Context: an optimization exercise on an open-source flow, tuned for small area, a short achievable clock period and few clock cycles per item. The choices shown serve that exercise and are no tape-out recipe. Only simulation tests tie the RTL to the original design; equivalence was not proved.

job 9242:
Design kwla_acc, start of the top module:
module kwla_acc (
    input  wire        clk,
    input  wire        rst,          
    input  wire        cmd_valid,
    output wire        cmd_ready,
    input  wire        cmd_op,       
    input  wire [3:0]  cmd_ch,       
    input  wire [63:0] cmd_x,        
    output reg         rsp_valid,
    output wire [3:0]  rsp_cause,    
    input  wire [3:0]  rd_ch,
    output wire [63:0] rd_acc,
    output wire [31:0] rd_cnt
);
    localparam N_CH = 8;
    assign cmd_ready = 1'b1;
    integer k;
    reg        v1;
    reg        op1;
    reg [3:0]  ch1;
    reg [62:0] x1;           
    always @(posedge clk) begin
        v1  <= cmd_valid & ~rst;
        op1 <= cmd_op;
        ch1 <= cmd_ch;
        x1  <= cmd_x[62:0];
    end
    wire [10:0]  xe = x1[62:52];
    wire [105:0] ra_n, rb_n;
    kwla_sq52 u_sq (
        .f    (x1[51:0]),
        .ra_n (ra_n),
        .rb_n (rb_n)
    );
    wire [51:0] plo  = {1'b0, ra_n[50:0]} + {1'b0, rb_n[50:0]} + 52'd1;
    wire [54:0] pwn  = ra_n[105:51] + rb_n[105:51] + {54'd0, plo[51]};
    wire [54:0] pw   = ~pwn;
    wire        pst  = |x1[25:0];
    wire        ptop = pw[54];
    wire        pnorm = xe[10] | xe[9];
    wire [53:0] ptn  = ptop ? pw[54:1] : pw[53:0];
    wire        psn  = pst | (ptop & pw[0]);
    wire [8:0]  psa9 = ~xe[8:0];                             
    wire [4:0]  psa  = (|psa9[8:5]) ? 5'd31 : psa9[4:0];
    wire [52:0] pwh  = pw[54:2];
    wire [52:0] pts  = pwh >> {psa, 1'b0};
    reg  [52:0] pmask;
    always @* begin
        for (k = 0; k < 53; k = k + 1)
            pmask[k] = ({psa, 1'b0} > k);
    end
    wire        pss  = pst | pw[1] | pw[0] | (|(pwh & pmask));
    wire [53:0] pt   = pnorm ? ptn : {1'b0, pts};
    wire        pstk = pnorm ? psn : pss;
    wire [52:0] pm   = pt[53:1];
    wire        pg   = pt[0];
    wire [53:0] pmr  = {1'b0, pm} + {53'd0, pg & (pstk | pm[0])};
    wire [11:0] pe0  = {xe, 1'b0} - 12'd1023;
    wire [11:0] pe1  = {xe, 1'b0} - 12'd1022;
    wire [11:0] pe2  = {xe, 1'b0} - 12'd1021;
    wire        po0  = ({xe, 1'b0} >= 12'd3070);              
  ...
==> flow/config.mk <==
export PLATFORM = sky130hd
export DESIGN_NAME = kwla_acc
export DESIGN_NICKNAME = kwla_acc
export VERILOG_FILES = /design/flow/design.v
export SDC_FILE = /design/flow/constraint.sdc
export NUM_CORES = 4
export LEC_CHECK = 0
export CAP_MARGIN = 20
export CORE_MARGIN = 2
export CORE_UTILIZATION = 55
export PLACE_DENSITY = 0.68
export SLEW_MARGIN = 20
export SYNTH_HIERARCHICAL = 1
export SYNTH_MINIMUM_KEEP_SIZE = 0
==> flow/constraint.sdc <==
create_clock -name core_clock -period 28.0 [get_ports {clk}]
set_input_delay 5.6000 -clock core_clock [delete_from_list [all_inputs] [get_ports {clk}]]
set_output_delay 5.6000 -clock core_clock [all_outputs]
set_load 0.01 [all_outputs]
standard.sh (not shown) runs the stock make flow with config.mk's settings and CLKGATE_MAP_FILE= SYNTH_SCRIPT=/design/flow/synth_recipe.tcl, a recipe that flattens the netlist after the stock synthesis.
==> flow/flow/run.sh <==
#!/bin/bash
# The standard ORFS layout (the standard.sh, unchanged synthesis, floorplan,
# power grid, placement, CTS and routing) with a larger setup margin for
# ORFS's repair_timing steps, so that timing repair keeps optimising the
# register-to-register paths well below the 28 ns clock. The SDC (clock
# period, I/O delays, loads) is the standard flow's, unchanged.
set -euo pipefail
bash standard.sh SETUP_SLACK_MARGIN=15 finish > standard_flow.log 2>&1
Testbench counts of job 9242, summed over its fixed seeds: cycles 12,012, items 12,000.
What job 8147 does differently from job 9242 at the input level:
- swapping 55 for 40 in CORE_UTILIZATION
- clearing PLACE_DENSITY, which used to be 0.68
[summary]
Job 8147 ends up with a summed area of non-filler cells in the final layout that is about 2.2% higher than in job 9242.
Changes observed in job 8147 relative to job 9242: die area increased by about 37% relative to the old numbers; initial antenna violation count increased by 10 relative to the old numbers.
Of the two values seen for critical path startpoint, rd_ch[0] was produced by job 9242 and rd_ch[3] by job 8147.
Changes observed in job 8147 relative to job 9242: utilization went down; number of primary I/O pins did not really move.
Post-route non-filler standard cell count: job 9242 and job 8147 compared, lower one is job 9242
Sequential share of layout area on job 8147 is down relative to job 9242.
Worst hold slack across job 9242 and job 8147: no real change.
[inputs] job 8142 vs job 8147
- an added PLACE_DENSITY of 0.68
- a change of CORE_UTILIZATION from 40 to 55
- an added TNS_END_PERCENT of 0
Findings:
- Clock-buffer cell count (job 8142 over job 8147): decrease, 3
- Compared with job 8147, the router placed fewer vias in job 8142.
- On max capacitance violation total, job 8142 tracks job 8147 almost exactly.
- Share of final-layout standard cells stronger than drive strength 1 for job 8142: 3.2 points down relative to job 8147
- Taking job 8142 over job 8147, the total wire length after detailed routing ratio works out to 0.942.

kwla_acc, a different RTL version from the one above (not shown whole).
Size in the first run: roughly 9200 cells after synthesis, roughly 910 flip-flops, roughly 180 I/O pins, about 94000 um2 of cells after synthesis.
Settings: LEC_CHECK=0, CAP_MARGIN=20, CORE_MARGIN=2, CORE_UTILIZATION=62, CTS_BUF_LIST=sky130_fd_sc_hd__clkbuf_8, PLACE_DENSITY=0.75, SLEW_MARGIN=20, SYNTH_HIERARCHICAL=1, SYNTH_MINIMUM_KEEP_SIZE=0, TNS_END_PERCENT=0; clock period 28.0 ns.
Scripts as last shown in full above: flow/flow/run.sh
Testbench counts at the start, summed over its fixed seeds: cycles 12,012, items 12,000.
Edit:
Settings changed: CORE_UTILIZATION 62 to 55, CTS_BUF_LIST sky130_fd_sc_hd__clkbuf_8 to default, PLACE_DENSITY 0.75 to 0.68.
The new run finished clean.
Wire length came out higher by about 1.3%.
Sequential share of layout area falls by 0.32 points.
Hold slack gains 22 ps.

kwla_acc, a different RTL version from the one above (not shown whole).
Size: about 910 flip-flops.
export LEC_CHECK = 0
export CAP_MARGIN = 20
export CORE_MARGIN = 2
export CORE_UTILIZATION = 62
export CTS_BUF_LIST = sky130_fd_sc_hd__clkbuf_8
export PLACE_DENSITY = 0.75
export SLEW_MARGIN = 20
export SYNTH_HIERARCHICAL = 1
export SYNTH_MINIMUM_KEEP_SIZE = 0
export TNS_END_PERCENT = 10
create_clock -name core_clock -period 28.0 [get_ports {clk}]
Scripts as last shown in full above: flow/flow/run.sh
The first run ran to the end with no violations.
Testbench counts at the start, summed over its fixed seeds: cycles 12,012, items 12,000.
Edit:
Settings changed: TNS_END_PERCENT 10 to 0.
=>
- maximum frequency came out higher by 1.1%
- wire length stays flat
- first-iteration DRC count went down by 0.92%
- sequential share of layout area hardly moves
- setup slack improves by 0.15 ns
- hold slack stays flat
- die area is unchanged
- cell count hardly moves

==> afterwards: timing with drivers on the ports <==
In the flow no input, the clock included, has a driving cell. The finished layouts below were timed again as built, in two steps.
Step 1: set_driving_cell puts a clkbuf_16 on clk and a buf_2 on each other input, an assumption about the parent block.
Step 2 adds t to the input delays and takes it off the output delays; t is the mean of the earliest and latest rising clock arrival at the registers after step 1. Input paths then give back, and output paths get back, about the clock's delay inside the block.
a / b / c = no drivers / after step 1 / after step 2; a / b = the first two.
| run | shift t [ns] | setup slack, ns | hold slack, ns | worst setup path at the end | latest minus earliest clock arrival (ns) |
|---|---|---|---|---|---|
| job 9242 | 0.826 | 14.757 / 14.691 / 14.691 | 0.328 / 0.328 / 0.328 | input to output | 0.102 / 0.102 |
| job 8147 | 0.840 | 14.821 / 14.768 / 14.768 | 0.327 / 0.327 / 0.327 | input to output | 0.110 / 0.110 |
| job 8142 | 0.812 | 14.584 / 14.552 / 14.552 | 0.328 / 0.328 / 0.328 | input to output | 0.075 / 0.075 |
| the first run of note 2 | 1.022 | 14.546 / 14.515 / 14.515 | 0.329 / 0.329 / 0.329 | input to output | 0.094 / 0.093 |
| the second run of note 2 | 0.879 | 14.670 / 14.637 / 14.637 | 0.351 / 0.351 / 0.351 | input to output | 0.059 / 0.059 |
| the first run of note 3 | 0.989 | 14.584 / 14.546 / 14.546 | 0.325 / 0.325 / 0.325 | input to output | 0.095 / 0.095 |
| the second run of note 3 | 1.029 | 14.730 / 14.700 / 14.700 | 0.325 / 0.325 / 0.325 | input to output | 0.094 / 0.094 |
After both steps setup and hold are still met in every run listed. The setup slack of job 9242, which loses most, moves by -0.066 ns with the drivers and by -0.066 ns with both steps.
